Background: an optimization exercise with open tools, aiming at a short achievable clock period and few clock cycles per item. Do not read the settings as production practice.
Function was checked by simulation only, so behaviour that the tests miss may differ from the original.
The clock port is modelled as an ideal driver, which makes a skipped or thinned clock tree look cheaper than it is; a real chip needs a root buffer or a tree.
Power figures rest on the tool's default switching activity, not on a simulated workload.

==> inputs of job 2484 <==
## ts_indexer
module ts_indexer (
    input  wire        clk,
    input  wire        rst,
    input  wire        start,
    input  wire        cfg_sync_abort,
    input  wire        cfg_keyframe_zero,
    input  wire [63:0] start_offset,
    input  wire        in_valid,
    output wire        in_ready,
    input  wire [7:0]  in_data,
    input  wire        in_last,
    output reg         rec_valid,
    input  wire        rec_ready,
    output reg  [63:0] rec_offset,
    output reg  [46:0] rec_pcr_ns,
    output reg  [63:0] rec_duration_ns,
    output reg         rec_keyframe,
    output wire        done,
    output reg  [3:0]  term,
    output reg  [7:0]  trunc_bytes,
    output reg  [63:0] offset,
    output reg  [31:0] pkt_count,
    output reg  [31:0] sync_faults,
    output reg  [63:0] fault_off,
    output reg  [31:0] malformed,
    output reg  [31:0] discont,
    output reg  [31:0] idx_count,
    output reg         pcr_seen,
    output reg  [46:0] pcr_base_ns,
    output reg  [46:0] pcr_prev_ns,
    output reg  [63:0] duration_ns,
    output reg  [28:0] last_delta_ns,
    output reg  [63:0] bitrate_bps
);
    localparam [3:0] TERM_NONE = 4'd0,
                     TERM_EOS  = 4'd1,
                     TERM_SYNC = 4'd6;
    localparam [7:0] EC_DIV = 8'd64;
    localparam [20:0] FIVE9 = 21'd1953125;    
    reg        done_q;
    reg        active;
  ...
export LEC_CHECK = 0
export ABC_CLOCK_PERIOD_IN_PS = 3000
export CAP_MARGIN = 20
export CORE_MARGIN = 2
export CORE_UTILIZATION = 55
export SETUP_SLACK_MARGIN = 5
export SLEW_MARGIN = 20
create_clock -name core_clock -period 11.5 [get_ports {clk}]
standard.sh (not shown) runs the stock make flow with config.mk's settings and CLKGATE_MAP_FILE= SYNTH_SCRIPT=/design/flow/synth_recipe.tcl, a recipe that flattens the netlist after the stock synthesis.
==> flow/flow/run.sh <==
#!/bin/bash
# Own layout flow: the standard synthesis and layout steps, with the
# port buffers made as buf_4 cells and timing repair aimed well below the
# clock period (the SDC and clock period are unchanged).
set -euo pipefail
bash standard.sh synth > synth.log 2>&1
bash standard.sh \
  "BUFFER_PORTS_ARGS=-buffer_cell sky130_fd_sc_hd__buf_4" \
  SETUP_SLACK_MARGIN=9 \
  finish > layout.log 2>&1
==> job 6122: changes against job 2484 <==
==> flow/flow/run.sh (replaced) <==
#!/bin/bash
# Own layout flow: the standard synthesis and layout steps, with
#  - the port buffers made as buf_4 cells,
#  - timing repair aimed well below the clock period (the SDC and the clock
#    period are unchanged),
#  - a two-level clock tree built at the end of the CTS step (post_cts.tcl).
set -euo pipefail
HERE=$(pwd)
bash standard.sh synth > synth.log 2>&1
bash standard.sh \
  "BUFFER_PORTS_ARGS=-buffer_cell sky130_fd_sc_hd__buf_4" \
  SETUP_SLACK_MARGIN=9 \
  POST_CTS_TCL=$HERE/flow/post_cts.tcl \
  finish > layout.log 2>&1
==> flow/flow/mktree.tcl (new file) <==
# Build a two-level clock tree on net clk: the clock port feeds NROOT root
# buffers, each root feeds leaf buffers, each leaf feeds up to LEAFMAX sinks.
# Clusters come from recursive balanced bisection of the sink locations.
proc ctree_bisect {items maxn} {
  # items: list of {iterm x y}; returns list of clusters
  if {[llength $items] <= $maxn} { return [list $items] }
  set xs [lmap it $items {lindex $it 1}]
  set ys [lmap it $items {lindex $it 2}]
  set dx [expr {[tcl::mathfunc::max {*}$xs] - [tcl::mathfunc::min {*}$xs]}]
  set dy [expr {[tcl::mathfunc::max {*}$ys] - [tcl::mathfunc::min {*}$ys]}]
  set k [expr {$dx >= $dy ? 1 : 2}]
  set s [lsort -integer -index $k $items]
  # split so that both halves hold whole numbers of clusters
  set n [llength $s]
  set nc [expr {int(ceil(double($n) / $maxn))}]
  set h [expr {int(round(double($n) * ($nc / 2) / $nc))}]
  return [concat [ctree_bisect [lrange $s 0 [expr {$h - 1}]] $maxn] \
                 [ctree_bisect [lrange $s $h end] $maxn]]
}

proc ctree_centroid {items} {
  set sx 0; set sy 0
  foreach it $items { set sx [expr {$sx + [lindex $it 1]}]; set sy [expr {$sy + [lindex $it 2]}] }
  set n [llength $items]
  return [list [expr {int($sx / $n)}] [expr {int($sy / $n)}]]
}

proc ctree_build {clkname nroot leafmax bufname {leafname ""}} {
  if {$leafname eq ""} { set leafname $bufname }
  set block [ord::get_db_block]
  set db [ord::get_db]
  set master [$db findMaster $bufname]
  set lmaster [$db findMaster $leafname]
  set clk [$block findNet $clkname]
  set items {}
  foreach it [$clk getITerms] {
    set inst [$it getInst]
    set bb [$inst getBBox]
    lappend items [list $it [expr {([$bb xMin] + [$bb xMax]) / 2}] [expr {([$bb yMin] + [$bb yMax]) / 2}]]
  }
  puts "ctree: [llength $items] sinks"
  # roots: balanced groups
  set per [expr {int(ceil(double([llength $items]) / $nroot))}]
  set groups [ctree_bisect $items $per]
  set ri 0; set li 0
  foreach g $groups {
    set leaves [ctree_bisect $g $leafmax]
    set rnet [odb::dbNet_create $block "ctree_rnet_$ri"]
    $rnet setSigType CLOCK
    set lpos {}
    foreach cl $leaves {
      set c [ctree_centroid $cl]
      set lb [odb::dbInst_create $block $lmaster "ctree_leaf_$li"]
      $lb setLocation [lindex $c 0] [lindex $c 1]
      $lb setPlacementStatus PLACED
      set lnet [odb::dbNet_create $block "ctree_lnet_$li"]
      $lnet setSigType CLOCK
      foreach it $cl {
        set iterm [lindex $it 0]
        $iterm disconnect
        $iterm connect $lnet
      }
      [$lb findITerm X] connect $lnet
      [$lb findITerm A] connect $rnet
      lappend lpos [list $lb [lindex $c 0] [lindex $c 1]]
      incr li
    }
    set c [ctree_centroid $lpos]
    set rb [odb::dbInst_create $block $master "ctree_root_$ri"]
    $rb setLocation [lindex $c 0] [lindex $c 1]
    $rb setPlacementStatus PLACED
    [$rb findITerm X] connect $rnet
    [$rb findITerm A] connect $clk
    incr ri
  }
  puts "ctree: $ri roots, $li leaves"
}

# Remove the buffers (and dummy loads) of an existing tree under net clk and
# reconnect every register clock pin straight to clk.
proc ctree_rip {clkname} {
  set block [ord::get_db_block]
  set clk [$block findNet $clkname]
  set sinks {}
  set bufs {}
  set nets {}
  set todo [list $clk]
  while {[llength $todo]} {
    set net [lindex $todo 0]
    set todo [lrange $todo 1 end]
    foreach it [$net getITerms] {
      if {![$it isInputSignal] && [$it getIoType] ne "INPUT"} { continue }
      set inst [$it getInst]
      if {[[$inst getMaster] isSequential]} {
        lappend sinks $it
        continue
      }
      lappend bufs $inst
      foreach oit [$inst getITerms] {
        if {[$oit getIoType] ne "OUTPUT"} { continue }
        set on [$oit getNet]
        if {$on ne "NULL" && $on ne ""} { lappend todo $on; lappend nets $on }
      }
    }
  }
  foreach it $sinks { $it disconnect; $it connect $clk }
  foreach inst $bufs { odb::dbInst_destroy $inst }
  foreach net $nets { odb::dbNet_destroy $net }
  puts "ctree: ripped [llength $bufs] buffers, [llength $nets] nets, [llength $sinks] sinks"
}
==> flow/flow/post_cts.tcl (new file) <==
# Runs at the end of ORFS's CTS step (POST_CTS_TCL). Replaces TritonCTS's
# three-level clock tree with a two-level one: the clock port feeds four
# clkbuf_16 roots, each root feeds leaf clkbuf_16s, each leaf drives at most
# 26 register clock pins of one compact cluster. Then legalizes and repairs
# timing again, as the CTS step does.
source [file join [file dirname [info script]] mktree.tcl]
ctree_rip clk
ctree_build clk 4 26 sky130_fd_sc_hd__clkbuf_16
set_propagated_clock [all_clocks]
estimate_parasitics -placement
detailed_placement
estimate_parasitics -placement
report_clock_latency
repair_timing_helper
detailed_placement
check_placement -verbose
estimate_parasitics -placement
report_clock_latency
report_worst_slack -max
report_worst_slack -min
==> job 8064: changes against job 2484 <==
--- a/flow/design.v
+++ b/flow/design.v
@@ -97,11 +97,10 @@
     localparam [20:0] FIVE9 = 21'd1953125;    
     reg        done_q;
     reg        active;
     reg        rdy_q;
     reg        st1;             
-    reg        rst_q;           
     reg        pend;            
     reg        pend_age;        
     reg        pend_kf;
     reg        sync_abort_l;
     reg        keyframe_zero_l;
@@ -306,16 +305,11 @@
             8'd6, 8'd7, 8'd8, 8'd9, 8'd10, 8'd11:
                   pcr_field <= {pcr_field[39:0], d1};
             default: ;
             endcase
         end
-        if (rst_q) begin
-            rec_offset      <= 64'd0;
-            rec_pcr_ns      <= 47'd0;
-            rec_duration_ns <= 64'd0;
-            rec_keyframe    <= 1'b0;
-        end else if (rec_ld) begin
+        if (rec_ld) begin
             rec_offset      <= off_i;
             rec_pcr_ns      <= ns;
             rec_duration_ns <= dur_new;
             rec_keyframe    <= !keyframe_zero_l && dec_rai;
         end else if (pend_ld) begin
@@ -324,11 +318,10 @@
             rec_duration_ns <= dur_i;
             rec_keyframe    <= pend_kf;
         end
         if (en_pcr)
             pend_kf <= !keyframe_zero_l && dec_rai;
-        rst_q     <= rst;
         off_i     <= offset;
         pkt_i     <= pkt_count;
         sf_i      <= sync_faults;
         malf_i    <= malformed;
         disc_i    <= discont;
@@ -337,31 +330,14 @@
         dur_i     <= duration_ns;
         ld_i      <= last_delta_ns;
         seen_i    <= pcr_seen;
     end
     always @(posedge clk) begin
-        if (rst) begin
-            term          <= TERM_NONE;
-            trunc_bytes   <= 8'd0;
-            offset        <= 64'd0;
-            pkt_count     <= 32'd0;
-            sync_faults   <= 32'd0;
-            fault_off     <= 64'd0;
-            malformed     <= 32'd0;
-            discont       <= 32'd0;
-            idx_count     <= 32'd0;
-            pcr_seen      <= 1'b0;
-            pcr_base_ns   <= 47'd0;
-            pcr_prev_ns   <= 47'd0;
-            prev_off      <= 64'd0;
-            duration_ns   <= 64'd0;
-            last_delta_ns <= 29'd0;
-            bitrate_bps   <= 64'd0;
-        end else if (st1) begin
+        if (rst || st1) begin
             term          <= TERM_NONE;
             trunc_bytes   <= 8'd0;
-            offset        <= start_off_l;
+            offset        <= rst ? 64'd0 : start_off_l;
             pkt_count     <= 32'd0;
             sync_faults   <= 32'd0;
             fault_off     <= 64'd0;
             malformed     <= 32'd0;
             discont       <= 32'd0;
--- a/flow/flow/run.sh
+++ b/flow/flow/run.sh
@@ -4,7 +4,7 @@
 # clock period (the SDC and clock period are unchanged).
 set -euo pipefail
 bash standard.sh synth > synth.log 2>&1
 bash standard.sh \
   "BUFFER_PORTS_ARGS=-buffer_cell sky130_fd_sc_hd__buf_4" \
-  SETUP_SLACK_MARGIN=9 \
+  SETUP_SLACK_MARGIN=8 \
   finish > layout.log 2>&1
==> job 424: changes against job 2484 <==
--- a/flow/design.v
+++ b/flow/design.v
@@ -97,11 +97,10 @@
     localparam [20:0] FIVE9 = 21'd1953125;    
     reg        done_q;
     reg        active;
     reg        rdy_q;
     reg        st1;             
-    reg        rst_q;           
     reg        pend;            
     reg        pend_age;        
     reg        pend_kf;
     reg        sync_abort_l;
     reg        keyframe_zero_l;
@@ -306,16 +305,11 @@
             8'd6, 8'd7, 8'd8, 8'd9, 8'd10, 8'd11:
                   pcr_field <= {pcr_field[39:0], d1};
             default: ;
             endcase
         end
-        if (rst_q) begin
-            rec_offset      <= 64'd0;
-            rec_pcr_ns      <= 47'd0;
-            rec_duration_ns <= 64'd0;
-            rec_keyframe    <= 1'b0;
-        end else if (rec_ld) begin
+        if (rec_ld) begin
             rec_offset      <= off_i;
             rec_pcr_ns      <= ns;
             rec_duration_ns <= dur_new;
             rec_keyframe    <= !keyframe_zero_l && dec_rai;
         end else if (pend_ld) begin
@@ -324,11 +318,10 @@
             rec_duration_ns <= dur_i;
             rec_keyframe    <= pend_kf;
         end
         if (en_pcr)
             pend_kf <= !keyframe_zero_l && dec_rai;
-        rst_q     <= rst;
         off_i     <= offset;
         pkt_i     <= pkt_count;
         sf_i      <= sync_faults;
         malf_i    <= malformed;
         disc_i    <= discont;
@@ -337,31 +330,14 @@
         dur_i     <= duration_ns;
         ld_i      <= last_delta_ns;
         seen_i    <= pcr_seen;
     end
     always @(posedge clk) begin
-        if (rst) begin
-            term          <= TERM_NONE;
-            trunc_bytes   <= 8'd0;
-            offset        <= 64'd0;
-            pkt_count     <= 32'd0;
-            sync_faults   <= 32'd0;
-            fault_off     <= 64'd0;
-            malformed     <= 32'd0;
-            discont       <= 32'd0;
-            idx_count     <= 32'd0;
-            pcr_seen      <= 1'b0;
-            pcr_base_ns   <= 47'd0;
-            pcr_prev_ns   <= 47'd0;
-            prev_off      <= 64'd0;
-            duration_ns   <= 64'd0;
-            last_delta_ns <= 29'd0;
-            bitrate_bps   <= 64'd0;
-        end else if (st1) begin
+        if (rst || st1) begin
             term          <= TERM_NONE;
             trunc_bytes   <= 8'd0;
-            offset        <= start_off_l;
+            offset        <= rst ? 64'd0 : start_off_l;
             pkt_count     <= 32'd0;
             sync_faults   <= 32'd0;
             fault_off     <= 64'd0;
             malformed     <= 32'd0;
             discont       <= 32'd0;
==> flow/run.sh (new file) <==
#!/bin/bash
# synth_recipe.tcl (not shown) runs the flow's synth.tcl, then flattens the netlist and writes it again
# the make line also repeats each setting of config.mk as NAME=value (left out here)
make -C /OpenROAD-flow-scripts/flow DESIGN_CONFIG=/design/flow/config.mk WORK_HOME=/design/flow/orfs CLKGATE_MAP_FILE= SYNTH_SCRIPT=/design/flow/synth_recipe.tcl finish
removed: flow/flow/run.sh
removed: flow/standard.sh
==> results.txt <==
result of the run=no timing/DRC/antenna violations; DRT iter0 DRCs=slightly below 4k; Global Route met3 Usage=0.03873; worst stage delay on the critical path=0.42 ns; critical path launch point type=flip-flop; Wirelength per Cell=about 20 µm; worst slew margin relative to its limit=0.2337; internal cell power=about 0.014 W; total global routing track utilization=0.2675; shortest clock period the worst path allows after layout=approximately 3.9 ns; CTS H-tree depth=4; post-synthesis adder-cell area fraction=0.08012; slack of the worst reg-to-reg path=approximately 8.2 ns; unrepaired setup endpoints after global routing=yes
# the run above: job 8064

==> results.txt <==
Global Route met3 Usage=0.03583; Wirelength per Cell=22.32 µm; total global routing track utilization=0.3085; residual antenna-violating net count after detailed routing=0; slack of the worst reg-to-reg path=around 8.4 ns; number of antenna violations at the first check in global routing=7; shortest clock period the worst path allows after layout=~3.5 ns; DRT iter0 DRCs=4,580; critical path launch point type=flip-flop; internal cell power=approximately 0.011 W; placed standard-cell area=between 100,000 and 150,000 µm²; result of the run=no timing/DRC/antenna violations; worst slew margin relative to its limit=0.2444; worst stage delay on the critical path=approximately 0.46 ns; unrepaired setup endpoints after global routing=yes; post-synthesis adder-cell area fraction=0.07990; share of cells above drive strength 1=0.3682
# the run above: job 6122

==> results.txt <==
result of the run=no timing/DRC/antenna violations; first-pass GRT wire length=375.7 mm; total global routing track utilization=0.2640; buffer type at the clock tree root=clkbuf_16; critical path launch point type=primary input; DRT iter0 DRCs=slightly above 4k; Global Route met3 Usage=0.03394; post-synthesis adder-cell area fraction=0.08012; unrepaired setup endpoints after global routing=no; CTS H-tree depth=4; sequential share of power=0.510; slack of the worst reg-to-reg path=around 7.3 ns; clock tree from TritonCTS=yes; internal cell power=about 0.014 W; share of the core filled with cells=0.6587
# the run above: job 424

==> results.txt <==
worst stage delay on the critical path=0.44 ns; slack of the worst reg-to-reg path=between 8 and 9 ns; dominant cells by area after synthesis=dfxtp_1, edfxtp_1, ha_1; area share of the largest cell type after synthesis=0.4028; post-synthesis adder-cell area fraction=0.07990; result of the run=no timing/DRC/antenna violations; internal cell power=0.01436 W; DRT iter0 DRCs=roughly 4.6k; total global routing track utilization=0.2981; drt drc=0; Non-Clock Buffer Count=1,719; CTS H-tree depth=5; Multi-Input Combinational=6,147; unrepaired setup endpoints after global routing=yes; worst slew margin relative to its limit=0.2444; Global Route met3 Usage=0.04301; critical path launch point type=flip-flop; via count of the first global-routing pass=between 70k and 80k; shortest clock period the worst path allows after layout=about 3.8 ns
# the run above: job 2484

Testbench counts of job 2484, summed over its fixed seeds: cycles 886,468, packets 4,698.
Testbench counts of job 6122, summed over its fixed seeds: cycles 886,468, packets 4,698.
Testbench counts of job 8064, summed over its fixed seeds: cycles 886,468, packets 4,698.
Testbench counts of job 424, summed over its fixed seeds: cycles 886,468, packets 4,698.
The clock cells of job 6122 come from the design's own scripts or RTL, not from TritonCTS.

## port drivers added, routing unchanged
In the flow no input, the clock included, has a driving cell. The finished layouts below were timed again as built, in two steps. Step 1: set_driving_cell puts a clkbuf_16 on clk and a buf_2 on each other input, an assumption about the parent block. Step 2 moves the port delays by t, midway between the first and last clock arrival at a register: inputs arrive t later, outputs are due t later. That takes back most of the time a late clock gives input paths. Slacks: ideal / step 1 / step 2; pairs: ideal / step 1.
run | t (ns) | slack for setup (ns) | slew at the worst register clock pin (ns) | worst slew at a driven data input, ns
job 2484 | 0.981 | 7.729 / 7.645 / 7.661 | 0.07 / 0.07 | 0.18
job 6122 | 0.809 | 7.996 / 7.802 / 7.664 | 0.11 / 0.11 | 0.18
job 8064 | 0.943 | 7.617 / 7.535 / 7.285 | 0.07 / 0.07 | 0.26
job 424 | 0.944 | 7.046 / 7.054 / 6.150 | 0.07 / 0.07 | 0.21
After both steps setup and hold are still met in every run listed. For job 424, which loses most, drivers alone change the setup slack by +0.008 ns; drivers and shift together by -0.896 ns.
